What follows belongs to an exercise in optimizing a design on an open flow for small area, a short achievable clock period and few clock cycles; a production flow would make more cautious choices.
For this run, only the layout was checked, not whether the RTL still works.
Power and IR drop assume default switching activity.

[design/flow/config.mk]
export PLATFORM = sky130hd
export DESIGN_NAME = bqfp_frame_parser
export DESIGN_NICKNAME = bqfp_frame_parser
export VERILOG_FILES = /design/flow/design.v
export SDC_FILE = /design/flow/constraint.sdc
export NUM_CORES = 4
export LEC_CHECK = 0
export CAP_MARGIN = 20
export CORE_MARGIN = 2
export CORE_UTILIZATION = 40
export SETUP_SLACK_MARGIN = 0.3
export SLEW_MARGIN = 20
[design/flow/constraint.sdc]
create_clock -name core_clock -period 7.0 [get_ports {clk}]
set_input_delay 1.4000 -clock core_clock [delete_from_list [all_inputs] [get_ports {clk}]]
set_output_delay 1.4000 -clock core_clock [all_outputs]
set_load 0.01 [all_outputs]
[design/flow/design.v]
module bqfp_frame_parser (
    input  wire       clk,
    input  wire       rst,         
    input  wire       in_valid,
    input  wire [7:0] in_data,
    output wire       in_ready,
    output wire       out_valid,
    output wire [7:0] out_data,
    output wire       out_last,
    input  wire       out_ready
);
    localparam [2:0] ST_P1  = 3'd0,    
                     ST_P2  = 3'd1,    
                     ST_P3  = 3'd2,    
                     ST_CMD = 3'd3,    
                     ST_LEN = 3'd4,    
                     ST_CP  = 3'd5,    
                     ST_ER  = 3'd6;    
    localparam [7:0] PREAMBLE_1 = 8'h03;
    localparam [7:0] PREAMBLE_2 = 8'hAF;
    localparam [7:0] PREAMBLE_3 = 8'hEF;
    reg [2:0]  st;
    reg [7:0]  csum;
    reg [7:0]  plen;           
    reg [7:0]  idx;            
    reg [7:0]  data_mem [0:249];
    reg        pend;
    reg [15:0] pend_len;       
    reg [7:0]  rec_len;        
    reg [7:0]  opos;           
    wire take  = in_valid && in_ready;
    wire [7:0] csum_next = csum ^ in_data;
    wire [7:0] idx_next  = idx + 8'd1;
    assign in_ready = !pend;
    always @(posedge clk) begin
        if (rst) begin
            st       <= ST_P1;
            csum     <= 8'h00;
            plen     <= 8'd0;
            idx      <= 8'd0;
            pend     <= 1'b0;
            pend_len <= 16'd0;
            rec_len  <= 8'd0;
            opos     <= 8'd0;
        end else begin
            if (pend && out_ready) begin
                if (opos == rec_len - 8'd1) begin
                    pend <= 1'b0;
                    opos <= 8'd0;
                end else begin
                    opos <= opos + 8'd1;
                end
            end
            if (take) begin
                case (st)
                    ST_P1: begin
                        if (in_data == PREAMBLE_1) begin
                            csum <= PREAMBLE_1;
                            st   <= ST_P2;
                        end else begin
                            pend     <= 1'b1;
                            pend_len <= -16'sd1;
                            rec_len  <= 8'd2;
                            st       <= ST_ER;
                        end
                    end
                    ST_P2: begin
                        if (in_data == PREAMBLE_2) begin
                            csum <= csum_next;
                            st   <= ST_P3;
                        end else begin
                            pend     <= 1'b1;
                            pend_len <= -16'sd2;
                            rec_len  <= 8'd2;
                            st       <= ST_ER;
                        end
                    end
                    ST_P3: begin
                        if (in_data == PREAMBLE_3) begin
                            csum <= csum_next;
                            st   <= ST_CMD;
                        end else begin
                            pend     <= 1'b1;
                            pend_len <= -16'sd3;
                            rec_len  <= 8'd2;
                            st       <= ST_ER;
                        end
                    end
                    ST_CMD: begin
                        csum <= csum_next;
                        st   <= ST_LEN;
                    end
                    ST_LEN: begin
                        if (in_data >= 8'd6) begin
                            csum <= csum_next;
                            plen <= in_data;
                            idx  <= 8'd0;
                            st   <= ST_CP;
                        end else begin
                            pend     <= 1'b1;
                            pend_len <= -16'sd4;
                            rec_len  <= 8'd2;
                            st       <= ST_ER;
                        end
                    end
                    ST_CP: begin
                        data_mem[idx] <= in_data;
                        csum <= csum_next;
                        idx  <= idx_next;
                        if (idx_next == plen - 8'd5) begin
                            pend <= 1'b1;
                            if (csum_next == 8'h00) begin
                                pend_len <= {8'h00, plen};
                                rec_len  <= plen - 8'd3;
                            end else begin
                                pend_len <= -16'sd5;
                                rec_len  <= 8'd2;
                            end
                            st <= ST_P1;
                        end
                    end
                    ST_ER: begin
                        if (in_data == PREAMBLE_1) begin
                            csum <= PREAMBLE_1;
                            st   <= ST_P2;
                        end
                    end
                    default: st <= ST_P1;
                endcase
            end
        end
    end
    wire [7:0] data_pos = opos - 8'd2;
    assign out_valid = pend;
    assign out_data  = (opos == 8'd0) ? pend_len[15:8] :
                       (opos == 8'd1) ? pend_len[7:0]  :
                       data_mem[data_pos];
    assign out_last  = (opos == rec_len - 8'd1);
endmodule
[design/flow/run.sh]
#!/bin/bash
# synth_recipe.tcl (not shown) runs the flow's synth.tcl, then flattens the netlist and writes it again
# the make line also repeats each setting of config.mk as NAME=value (left out here)
make -C /OpenROAD-flow-scripts/flow DESIGN_CONFIG=/design/flow/config.mk WORK_HOME=/design/flow/orfs CLKGATE_MAP_FILE= SYNTH_SCRIPT=/design/flow/synth_recipe.tcl finish
==> results.txt <==
==> power groups by stage <==
stage | combinational [mW] | sequential, mW | clock (mW)
6_report | 1.33 | 13.5 | 10.8
3_5_place_dp | 1.33 | 13.8 | 0
2_1_floorplan | 0.773 | 13.8 | 0
5_1_grt | 1.41 | 13.5 | 11.5
3_3_place_gp | 1.32 | 13.8 | 0
4_1_cts | 1.36 | 13.5 | 11.0
==> stage by stage <==
| step | cell area (µm²) | worst slack (ps) | total power, mW |
|---|---|---|---|
| floorplan | 81120 | 1698 | 14.54 |
| global placement | 84780 | 482.9 | 15.11 |
| detailed placement | 84780 | 535.8 | 15.12 |
| CTS | 91690 | 294.1 | 25.89 |
| global route | 91720 | 302.7 | 26.43 |
| finish | 91730 | 345.2 | 25.70 |
==> Yosys cell counts, types with 28 or more instances <==
| library cell | count |
|---|---|
| sky130_fd_sc_hd__edfxtp_1 | 2000 |
| sky130_fd_sc_hd__buf_2 | 83 |
| sky130_fd_sc_hd__nor2_1 | 291 |
| sky130_fd_sc_hd__xnor2_1 | 28 |
| sky130_fd_sc_hd__a21oi_1 | 46 |
| sky130_fd_sc_hd__nand3_1 | 33 |
| sky130_fd_sc_hd__clkbuf_1 | 105 |
| sky130_fd_sc_hd__mux2i_1 | 53 |
| sky130_fd_sc_hd__dfxtp_1 | 53 |
| sky130_fd_sc_hd__nand2_1 | 125 |
| sky130_fd_sc_hd__o21ai_0 | 55 |
| sky130_fd_sc_hd__a211oi_1 | 43 |
| sky130_fd_sc_hd__mux4_2 | 554 |
| sky130_fd_sc_hd__mux2_2 | 62 |
==> flip-flops by register name, indices dropped and copies added (netlist names) <==
signal,cells
pend,1
data_mem,2000
rec_len,8
idx,8
pend_len,9
st,3
plen,8
opos,8
csum,8
==> layout by cell type, fill, tap and decap left out, types with 8 or more instances in the layout <==
| cell type | instances |
|---|---|
| sky130_fd_sc_hd__o21ai_1 | 12 |
| sky130_fd_sc_hd__buf_4 | 77 |
| sky130_fd_sc_hd__a211oi_1 | 43 |
| sky130_fd_sc_hd__nor4_1 | 8 |
| sky130_fd_sc_hd__o22ai_1 | 11 |
| sky130_fd_sc_hd__a22oi_1 | 16 |
| sky130_fd_sc_hd__o31ai_1 | 8 |
| sky130_fd_sc_hd__nand2_1 | 124 |
| sky130_fd_sc_hd__nor2_1 | 291 |
| sky130_fd_sc_hd__a21oi_1 | 43 |
| sky130_fd_sc_hd__xor2_1 | 14 |
| sky130_fd_sc_hd__clkbuf_1 | 30 |
| sky130_fd_sc_hd__nand4_1 | 9 |
| sky130_fd_sc_hd__xnor2_1 | 26 |
| sky130_fd_sc_hd__clkinv_1 | 67 |
| sky130_fd_sc_hd__and3_1 | 15 |
| sky130_fd_sc_hd__nor3b_1 | 8 |
| sky130_fd_sc_hd__o21ai_0 | 46 |
| sky130_fd_sc_hd__mux4_2 | 554 |
| sky130_fd_sc_hd__edfxtp_1 | 2000 |
| sky130_fd_sc_hd__bufinv_16 | 18 |
| sky130_fd_sc_hd__mux2i_1 | 53 |
| sky130_fd_sc_hd__clkdlybuf4s50_1 | 14 |
| sky130_fd_sc_hd__a221oi_1 | 8 |
| sky130_fd_sc_hd__mux2_2 | 62 |
| sky130_fd_sc_hd__ha_1 | 11 |
| sky130_fd_sc_hd__clkbuf_16 | 212 |
| sky130_fd_sc_hd__nand3_1 | 29 |
| sky130_fd_sc_hd__inv_1 | 22 |
| sky130_fd_sc_hd__nor2b_1 | 10 |
| sky130_fd_sc_hd__nor3_1 | 16 |
| sky130_fd_sc_hd__buf_12 | 27 |
| sky130_fd_sc_hd__and2_1 | 16 |
| sky130_fd_sc_hd__dfxtp_1 | 50 |
| sky130_fd_sc_hd__clkinv_2 | 37 |
==> logic make-up (layout without fill, tap and decap cells) <==
logic type,Yosys count,after routing,share of synthesized area
flip-flops,2053,2053,0.7534
multiplexers,669,669,0.1690
AND/OR/NAND/NOR,575,576,0.03151
AO/OA/AOI/OAI,281,281,0.02443
buffers and inverters,256,537,0.01433
XOR/XNOR,46,46,0.005476
adder cells (fa/ha/maj),12,12,0.001851
other,0,2,0
==> final timing paths <==
kind	slack, ps	to	startpoint	cells after the start
setup reg to reg	3110	data_mem[92][3]	st[0]	7
hold / removal	480	pend_len[1]	pend_len[1]	2
hold reg to reg	480	pend_len[1]	pend_len[1]	2
setup / recovery	350	out_data[4]	opos[2]	9
==> per-layer routing <==
| layer | global-route usage | share of wire |
|---|---|---|
| met3 | 0.03219 | 0.067 |
| met2 | 0.3075 | 0.49 |
| met1 | 0.2717 | 0.42 |
| met4 | 0.05660 | 0.029 |
| met5 | 0 | 0 |
==> area by class of cell <==
cell class                 count  share of cell area
timing repair buffer         132             0.01634
clock inverter               138             0.01292
antenna                        2          0.00005456
tap                         2672             0.03645
clock buffer                 243             0.05921
inverter                      24           0.0009821
multi-input combinational   1584              0.2076
sequential                  2053              0.6664
==> repair_timing <==
action                     in CTS  in global routing
pin swaps                       7                  0
gates cloned                    2                  0
gates resized for setup        26                  5
setup buffers                   8                  2
setup endpoints to repair       8                  6
==> worst max-delay path: stages (launching register included) <==
cell	delay [ps]
sky130_fd_sc_hd__dfxtp_1	470
sky130_fd_sc_hd__or4_4	710
sky130_fd_sc_hd__nand2_8	280
sky130_fd_sc_hd__buf_16	230
sky130_fd_sc_hd__mux2_2	390
sky130_fd_sc_hd__a222oi_1	500
sky130_fd_sc_hd__o311ai_1	360
sky130_fd_sc_hd__nor3_2	540
sky130_fd_sc_hd__o221ai_1	320
sky130_fd_sc_hd__clkdlybuf4s50_1	570
==> results.txt <==
Detailed routing:
- The via-per-instance ratio is 5.765.
- Dividing the detail-routed wire length by the instance count gives 29.01 µm.
- The number of nets with antenna violations after routing is 0.
- The final route contains 39,480 vias.
- The initial DRC count is 4,614.
- The residual DRC count is 0.
- The first detailed-routing pass took 7 iterations.
- The total wire length after detailed routing is 198,700 µm.

Logic synthesis:
- In this run, synthesis inferred 2,000 flip-flops with an integrated enable.
- The synthesized design spends more area on one cell type than any other, namely sky130_fd_sc_hd__edfxtp_1.
- The average size of a mapped cell is 20.84 µm².
- The number of distinct standard cells referenced by the synthesized netlist is 77.
- The synthesized netlist occupies a cell area of 81,120 µm².
- The share of synthesized area in the top cell type comes to 0.7404.
- The fraction of registers with async set or reset after synthesis is 0.
- For this run, the number of Yosys warnings is 1.
- The cell count after synthesis came out at 3,892.
- Synthesis produced a netlist with a net count of 3,916.
- Yosys attributes the largest share of cell area to sky130_fd_sc_hd__edfxtp_1 (74%), sky130_fd_sc_hd__mux4_2 (15%), sky130_fd_sc_hd__nor2_1 (1.3%).
- The most instantiated flip-flop cell in the synthesis netlist is sky130_fd_sc_hd__edfxtp_1.
- The sequential share of the synthesized area is 0.7534.
- Counting flops and latches in the post-synthesis netlist gives 2,053.

Power:
- The maximum vdd ir drop is 0.1969 mV.
- Summed over all nets, the switching power comes to 5.459 mW.
- The relative contribution of sequential cells to total power is 0.526.
- In this run the power density over the cells is 280.2 nW/µm².
- The switching power as a share of total power is 0.2124.
- The proportion of power drawn by the clock network is 0.422.
- In this run the static leakage power is 27.50 nW.
- The internal power is 20.24 mW.
- The combinational fraction of design power is 0.052.

Clocking:
- The count of hold-fix buffers inserted at cts is 0.
- The number of buffers inserted during clock tree synthesis is 207.
- The number of sinks driven by the clock tree is 2,053.
- The H-tree level count is 4.
- At the later pin of the worst-skew pair, clock insertion delay measures 830 ps.
- TritonCTS built the clock tree.
- The maximum buffer depth of the clock tree is 3.
- The clock-pin slew on the worst setup and hold paths is 60 ps.
- The root buffer selected by CTS is sky130_fd_sc_hd__clkbuf_16.

Timing:
- Setup violations remaining at the end of the flow were counted as 0.
- For the pin with the worst max-slew slack, the measured transition is 1101 ps.
- The worst slew margin relative to its limit is 0.2650.
- The worst-case clock skew is 27.42 ps.
- The portion of the clock cycle consumed by the worst path in the final layout is 0.9507.
- For the finished layout, the period the worst path requires is 6655 ps.
- The hold violation count in the final report is 0.
- The summed negative setup slack over all endpoints is 0 ps.
- Setup repair after global routing left no endpoint under its margin.
- Across all hold checks on the routed design, the worst slack comes to 478.3 ps.
- For this run, the top clock speed supported by timing is 0.1503 GHz.
- The number of pins exceeding their max-slew limit in the final report is 0.

Critical path:
- The critical path endpoint category is an output pin.
- The worst setup path is launched from a flop.
- The startpoint-to-endpoint class of the critical path is flop to output pin.
- The arrival time at the worst endpoint is 5250 ps.
- Of all nets on the critical path, the largest fanout is 21.
- STA puts the critical path data required time at 5600 ps.

Flow run:
- The number of violations of the max-capacitance limit is 0.

Final layout:
- The final cell utilization of the core is 0.4543.
- Summing all multi-input logic gate instances after layout gives 19,040 µm².
- Compared with the post-synthesis result, the final layout area differs by 13.08%.
- In the final layout, the share of cells above drive strength 1 is 0.2559.
- In the final design database the tool counted 4,026 nets.
- The filler cells instantiated in the layout total 16,880.
- Across the whole layout, storage elements account for 61,130 µm².
- The final instance count without filler cells is 6,848.

Die:
- The core region is 201,900 µm².
- The floorplan die height is 454.3 µm.
- For this configuration, the core starts out at a cell density of 0.4018.
- The width of the chip is 454.3 µm.
- The number of core rows is 165.
- The floorplan step defined a die boundary enclosing 206,400 µm².
- The number of ports placed on the die boundary is 23.

Run status:
- The flow ran to the end and the layout has no timing, DRC or antenna violations.

Global route:
- The remaining global-route overflow is 0.
- The first global-routing pass estimated 286,800 µm of wire.
- The pin count of the biggest net entering global routing is 180.
- The via count of the first global-routing pass is 39,330.
- In the global route stage, overall resource usage came out at 0.1921.
- The initial antenna violation count is 2.

Placement:
- The final weighted congestion of routability-driven global placement is 0.8634.
- During placement, the flow inserted port buffers numbering 22.
- In this run, placement finished with an instance count of 6,453.
- The total half-perimeter wirelength after legalization and detailed placement is 120,100 µm.

Worst hold path:
- In this run the worst hold path is classified as flop to flop.

-- re-timing with driven ports --
How much do the figures lean on ideal ports? The routed layout below was timed once more, with nothing changed but the port constraints. Step 1 sets driving cells, clkbuf_16 on the clock port and buf_2 on the other inputs (assumed; they add their load-dependent delay and slew). Step 2, shift: input delay + t, output delay - t, t = (earliest + latest rising clock arrival at the registers) / 2. This alone moves slack from input paths to output paths. Slacks: ideal / step 1 / step 2; pairs: ideal / step 1.
t, ns: 0.905
setup WS [ns]: 0.345 / 0.261 / 1.167
hold slack, ns: 0.478 / 0.478 / 0.478
worst setup path after step 2: register to output
slew at the worst register clock pin (ns): 0.07 / 0.07
After both steps this run still meets setup and hold. The setup slack of this run moves by -0.084 ns with the drivers and by +0.822 ns with both steps.
